From an optimization exercise on the open Yosys and OpenROAD flow, aimed at small area and a short achievable clock period; shortcuts taken in it are not production practice. The RTL was checked by simulation tests, not by an equivalence proof against the original design.

===== flow/run.sh =====
#!/bin/bash
# synth_recipe.tcl (not shown) runs the flow's synth.tcl, then flattens the netlist and writes it again
# the make line also repeats each setting of config.mk as NAME=value (left out here)
make -C /OpenROAD-flow-scripts/flow DESIGN_CONFIG=/design/flow/config.mk WORK_HOME=/design/flow/orfs CLKGATE_MAP_FILE= SYNTH_SCRIPT=/design/flow/synth_recipe.tcl finish

===== flow/config.mk =====
export PLATFORM = sky130hd
export DESIGN_NAME = wavegen
export DESIGN_NICKNAME = wavegen
export VERILOG_FILES = /design/flow/design.v
export SDC_FILE = /design/flow/constraint.sdc
export NUM_CORES = 4
export LEC_CHECK = 0
export CAP_MARGIN = 20
export CORE_MARGIN = 2
export CORE_UTILIZATION = 40
export SLEW_MARGIN = 20

===== flow/constraint.sdc =====
create_clock -name core_clock -period 60.0 [get_ports {clk}]
set_input_delay 12.0000 -clock core_clock [delete_from_list [all_inputs] [get_ports {clk}]]
set_output_delay 12.0000 -clock core_clock [all_outputs]
set_load 0.01 [all_outputs]

===== flow/design.v =====
module wavegen (
    input  wire        clk,
    input  wire        rst,             
    input  wire [7:0]  cmd,
    input  wire        cmd_valid,
    output wire        cmd_ready,
    output reg         pin,
    output wire        running,
    output wire [31:0] freq_out,
    output wire [31:0] inc_out,
    output wire [7:0]  duty_high_out,
    output wire [7:0]  duty_low_out
);
    localparam [26:0] SYSTEM_CLOCK_HZ = 27'd125_000_000;
    localparam [23:0] FREQ_MIN   = 24'd1_000;
    localparam [23:0] FREQ_MAX   = 24'd10_000_000;
    localparam [23:0] INC_SMALL  = 24'd1_000;
    localparam [23:0] INC_LARGE  = 24'd10_000;
    localparam [23:0] RESET_FREQ = 24'd20_000;
    localparam [6:0]  RESET_DUTY = 7'd50;
    localparam        FIFO_DEPTH = 4;
    localparam [1:0] PH_IDLE    = 2'd0;
    localparam [1:0] PH_RUNNING = 2'd1;
    localparam [1:0] PH_STOPPED = 2'd2;
    reg [23:0] freq;         
    reg        inc_sel;      
    reg [6:0]  duty;         
    reg [1:0]  phase;
    reg [23:0] freq_seen;
    reg [6:0]  duty_seen;
    reg [15:0] clkdiv;       
    reg [9:0]  pattern;      
    reg [9:0]  fifo [0:FIFO_DEPTH-1];
    reg [2:0]  fifo_cnt;
    reg [9:0]  osr;
    reg [3:0]  osr_rem;
    reg [15:0] tick_cnt;
    wire [3:0] op   = cmd[7:4];
    wire       sel  = cmd[0];
    wire       zero = (cmd[3:1] == 3'b000);
    wire       accept = cmd_valid && cmd_ready;
    wire c_start = accept && zero && op == 4'h1 && !sel;
    wire c_inc   = accept && zero && op == 4'h2;
    wire c_dec   = accept && zero && op == 4'h3;
    wire c_sel   = accept && zero && op == 4'h4;
    wire c_step  = accept && zero && op == 4'h5 && !sel;
    wire c_sync  = accept && zero && op == 4'h6 && !sel;
    wire c_stop  = accept && zero && op == 4'h7 && !sel;
    wire [23:0] by = sel ? INC_LARGE : INC_SMALL;
    wire [26:0] divisor  = freq * 4'd10;
    wire [26:0] quotient = SYSTEM_CLOCK_HZ / divisor;
    wire [15:0] div_int  = quotient[15:0] + 16'd1;
    function [9:0] encode;
        input [6:0] d;
        begin
            case (d)
                7'd10:   encode = 10'b10_0000_0000;
                7'd20:   encode = 10'b11_0000_0000;
                7'd30:   encode = 10'b11_1000_0000;
                7'd40:   encode = 10'b11_1100_0000;
                7'd50:   encode = 10'b11_1110_0000;
                7'd60:   encode = 10'b11_1111_0000;
                7'd70:   encode = 10'b11_1111_1000;
                7'd80:   encode = 10'b11_1111_1100;
                7'd90:   encode = 10'b11_1111_1110;
                default: encode = 10'b00_0000_0000;
            endcase
        end
    endfunction
    wire [9:0] duty_pattern = encode(duty);
    always @(posedge clk) begin
        if (rst) begin
            freq    <= RESET_FREQ;
            inc_sel <= 1'b1;
            duty    <= RESET_DUTY;
            phase   <= PH_IDLE;
        end else begin
            if (c_inc) begin
                if (freq + by > FREQ_MAX)
                    freq <= FREQ_MAX;
                else
                    freq <= freq + by;
            end
            if (c_dec) begin
                if (freq >= by + FREQ_MIN)
                    freq <= freq - by;
                else
                    freq <= FREQ_MIN;
            end
            if (c_sel)
                inc_sel <= sel;
            if (c_step) begin
                if (duty == 7'd90)
                    duty <= 7'd10;
                else
                    duty <= duty + 7'd10;
            end
            if (c_start && phase != PH_RUNNING)
                phase <= PH_RUNNING;
            if (c_stop && phase == PH_RUNNING)
                phase <= PH_STOPPED;
        end
    end
    wire is_running = (phase == PH_RUNNING);
    wire do_start   = c_start && !is_running;
    wire do_sync    = c_sync && is_running;
    always @(posedge clk) begin
        if (do_start) begin
            clkdiv    <= div_int;
            freq_seen <= freq;
            pattern   <= duty_pattern;
            duty_seen <= duty;
        end else if (do_sync) begin
            if (freq != freq_seen) begin
                clkdiv    <= div_int;
                freq_seen <= freq;
            end
            if (duty != duty_seen) begin
                pattern   <= duty_pattern;
                duty_seen <= duty;
            end
        end
    end
    wire tick = is_running && (tick_cnt == 16'd0);
    wire pull = tick && (osr_rem == 4'd0) && (fifo_cnt != 3'd0);
    wire push = is_running && (fifo_cnt < FIFO_DEPTH);
    integer i;
    always @(posedge clk) begin
        if (rst) begin
            pin <= 1'b0;
        end else if (do_start) begin
            pin      <= 1'b1;
            osr_rem  <= 4'd0;
            fifo_cnt <= 3'd0;
            tick_cnt <= div_int - 16'd1;
        end else if (is_running && !c_stop) begin
            if (tick_cnt == 16'd0)
                tick_cnt <= clkdiv - 16'd1;
            else
                tick_cnt <= tick_cnt - 16'd1;
            if (tick) begin
                if (osr_rem == 4'd0) begin
                    if (fifo_cnt != 3'd0) begin
                        pin     <= fifo[0][0];
                        osr     <= {1'b0, fifo[0][9:1]};
                        osr_rem <= 4'd9;
                    end
                end else begin
                    pin     <= osr[0];
                    osr     <= {1'b0, osr[9:1]};
                    osr_rem <= osr_rem - 4'd1;
                end
            end
            if (pull) begin
                for (i = 0; i < FIFO_DEPTH - 1; i = i + 1)
                    fifo[i] <= fifo[i+1];
            end
            if (push)
                fifo[pull ? fifo_cnt - 3'd1 : fifo_cnt] <= pattern;
            fifo_cnt <= fifo_cnt + (push ? 3'd1 : 3'd0) - (pull ? 3'd1 : 3'd0);
        end
    end
    assign cmd_ready     = 1'b1;
    assign running       = is_running;
    assign freq_out      = {8'd0, freq};
    assign inc_out       = inc_sel ? 32'd10_000 : 32'd1_000;
    assign duty_high_out = {1'b0, duty};
    assign duty_low_out  = 8'd100 - {1'b0, duty};
endmodule

==> results.txt <==
==> sequential cells by signal (all words and copies together) (netlist names) <==
signal,cells
duty,6
phase,2
clkdiv,16
freq_seen,21
fifo,36
tick_cnt,16
pin,1
osr,9
freq,21
duty_seen,6
inc_sel,1
fifo_cnt,3
osr_rem,4
pattern,9
==> timing repair <==
| item | 4_1_cts | 5_1_grt |
|---|---|---|
| hold endpoints to repair | 0 | 0 |
| hold buffers | 0 | 0 |
| endpoints found under the setup margin | 0 | 32 |
| gates resized for setup | 0 | 22 |
| buffers inserted | 0 | 20 |
==> layout make-up <==
class                   count  area [um2]  area share
clock buffers              17         425      0.0149
clock inverters            15         178     0.00621
inverters                 113         424      0.0148
multi-input cells        3019       21200       0.742
flip-flops and latches    151        4230       0.148
well taps                 855        1070      0.0374
repair buffers            124        1060      0.0372
==> cell usage after synthesis (13+ instances only) <==
cell type  count
ha_1         355
nor2_1       320
nand2_1      289
a21oi_1      287
o21ai_0      175
xnor2_1      170
edfxtp_1     120
inv_1        111
xor2_1       109
nand3_1       99
nor3_1        87
a21o_1        85
o21a_1        83
clkbuf_1      74
mux2_2        69
buf_4         53
nand2b_1      49
a31oi_1       42
and2_1        41
or3_1         41
a211oi_1      38
o211ai_1      37
o31ai_1       37
and3_1        35
nand4_1       35
nor2b_1       32
dfxtp_1       31
nor4_1        28
o21bai_1      27
buf_2         24
o22ai_1       23
or2_2         23
a211o_1       14
buf_1         13
mux2i_1       13
or4_1         13
==> metal layers <==
layer  wire (um)  up-vias  GRT usage  share of wire
met5           0        -          0              0
met4        2430        0     0.0702          0.029
met3        4620      132     0.0219          0.055
met2       37500      843      0.389           0.45
met1       39600    12000      0.338           0.47
li1            -    12600          -              -
==> metrics by stage <==
step	utilization	cell area (um2)
after floorplan	-	26500
after global placement	0.430	27800
after detailed placement	0.430	27800
after CTS	0.439	28400
after global routing	0.443	28600
final	0.443	28600
==> cell families after synthesis <==
family	Yosys count	synth area share
AO/OA/AOI/OAI	1049	0.266
XOR/XNOR	281	0.0944
adder cells (fa/ha/maj)	360	0.173
buffers and inverters	279	0.0493
flip-flops	151	0.161
multiplexers	82	0.0346
other	2	0.000286
AND/OR/NAND/NOR	1162	0.221
==> path summary, 6_finish.rpt <==
check,endpoint,cells after the start
worst max-delay path,tick_cnt[7],210
worst min register to register,phase[1],2
worst max register to register,tick_cnt[7],210
worst min-delay path,phase[1],2
==> cell usage in the layout (no fill, tap or decap), types with 53 or more instances in the layout <==
cell,count
xnor2_1,166
conb_1,85
clkdlybuf4s50_1,53
a21oi_1,285
inv_1,109
nand3_1,99
buf_4,71
o21ai_0,172
mux2_2,69
nor2_1,317
xor2_1,108
nor3_1,83
edfxtp_1,120
a21o_1,85
nand2_1,289
ha_1,355
o21a_1,83
==> worst max-delay path, delay by kind of cell, from the launching register on <==
family / cells / cell delay (ns)
xor+xnor: 2 / 0.33
simple gates: 60 / 16.49
flops: 1 / 0.65
compound gates: 103 / 26.07
mux: 4 / 1.75
buf+inv: 16 / 2.85
fa+ha+maj: 25 / 7.82
==> flow_summary.yaml <==
routing:
  remaining_drc_errors: 0
  ant_nets: 0
  wl_per_cell_um: 19.6
  wirelength_um: 84100
  drtPass1Iterations: 6
  vias: 25600
  first_iter_violations: 2290
  vias_per_cell: 5.95
clock_network:
  cts-root-buf: "clkbuf_16"
  numCtsBuffers: 17
  cts_tree: "done"
  h-tree-depth: 4
  cts.sinks: 151
  clk_pin_slew_worst_paths_ns: 0.07
  cts_buffer_depth: 2
  clock_latency_ns: 0.44
worst_hold_path:
  min_path_type: "reg2reg"
  min_from: "phase[1]"
place:
  placedCellCount: 4242
  io_buffers: 53
  dp_hpwl_um: 64100
  place_congestion: 0.976
  pre_cts_ws_ns: 1.45
finish:
  diodes: 0
  nets: 3797
  drive_above_1_share: 0.0843
  final_cells: 4294
  syn_to_final_growth_pct: 9.15
  nFillCells: 6595
die:
  dieArea_um2: 67600
  die_h_um: 260
  dieWidth_um: 260
  rows: 93
  coreArea_um2: 64600
  num_io_pins: 94
  start_util: 0.406
timing:
  finalHoldViolCount: 0
  holdWs_ns: 0.484
  skew_ns: 0.0123
  setup_violations: 0
  tns_ns: 0
  max_slew_margin: 0.349
  fmax_mhz: 17.7
  worst_pin_slew_ns: 0.970
  setup_ws_ns: 3.65
  slew_viol_final: 0
  period_needed_ns: 56.35
  finalCritPeriodShare: 0.939
worst_setup_path:
  cp.required_ns: 60.17
  arrival_ns: 56.52
  cp-start-kind: "register"
  critical_path.max_stage_delay_ns: 0.67
  end_kind: "register"
  r2r-start: "freq[15]"
  cp_common_cell: "ha_1"
  cp_max_fo: 22
  worstSetupStartpoint: "freq[15]"
  critPathKind: "reg2reg"
  ff2ff_setup_slack_ns: 3.65
  critPathSlowestCell: "mux2i_4"
global_routing:
  grt_max_degree: 38
  grt_overflow: 0
  grt_pass1_wl_um: 130000
  grt_pass1_vias: 23500
  antenna_found_initial: 0
  grt_use_total: 0.240
synth:
  netlist.area_leader.share: 0.169
  yosysTopAreaCell: "ha_1"
  postSynthCellCount: 3366
  yosysSeqAreaShare: 0.161
  ys_top_cells_by_area: "ha_1, edfxtp_1, xnor2_1, a21oi_1, nor2_1"
  ys_ff_latch: 151
  avgSynthCellArea_um2: 7.79
  synth_flop_cell: "edfxtp_1"
  synth_area_um2: 26200
  yosys.cell_types.count: 111
  synth_edf_count: 120
  yosysWarnings: 1
  async_flop_share: 0
flow_run:
  maxCapViolCount: 0
outcome:
  status: "no timing/DRC/antenna violations"

[what the ideal ports hide]
The results above use ideal ports. As a check the final layout listed here was re-extracted and re-timed, cells and wires unchanged.
Step 1 sets driving cells, clkbuf_16 on the clock port and buf_2 on the other inputs (assumed; they add their load-dependent delay and slew).
Step 2, shift: input delay + t, output delay - t, t = (earliest + latest rising clock arrival at the registers) / 2. This alone moves slack from input paths to output paths.
Slacks: no drivers / after step 1 / after step 2; pairs: no drivers / after step 1.
t, ns: 0.483
setup slack, ns: 3.648 / 3.648 / 3.648
worst hold slack (ns): 0.484 / 0.484 / 0.484
worst setup path at the end: register to register
After both steps setup and hold are still met in this run. For this run, drivers alone change the setup slack by 0.000 ns; drivers and shift together by 0.000 ns.
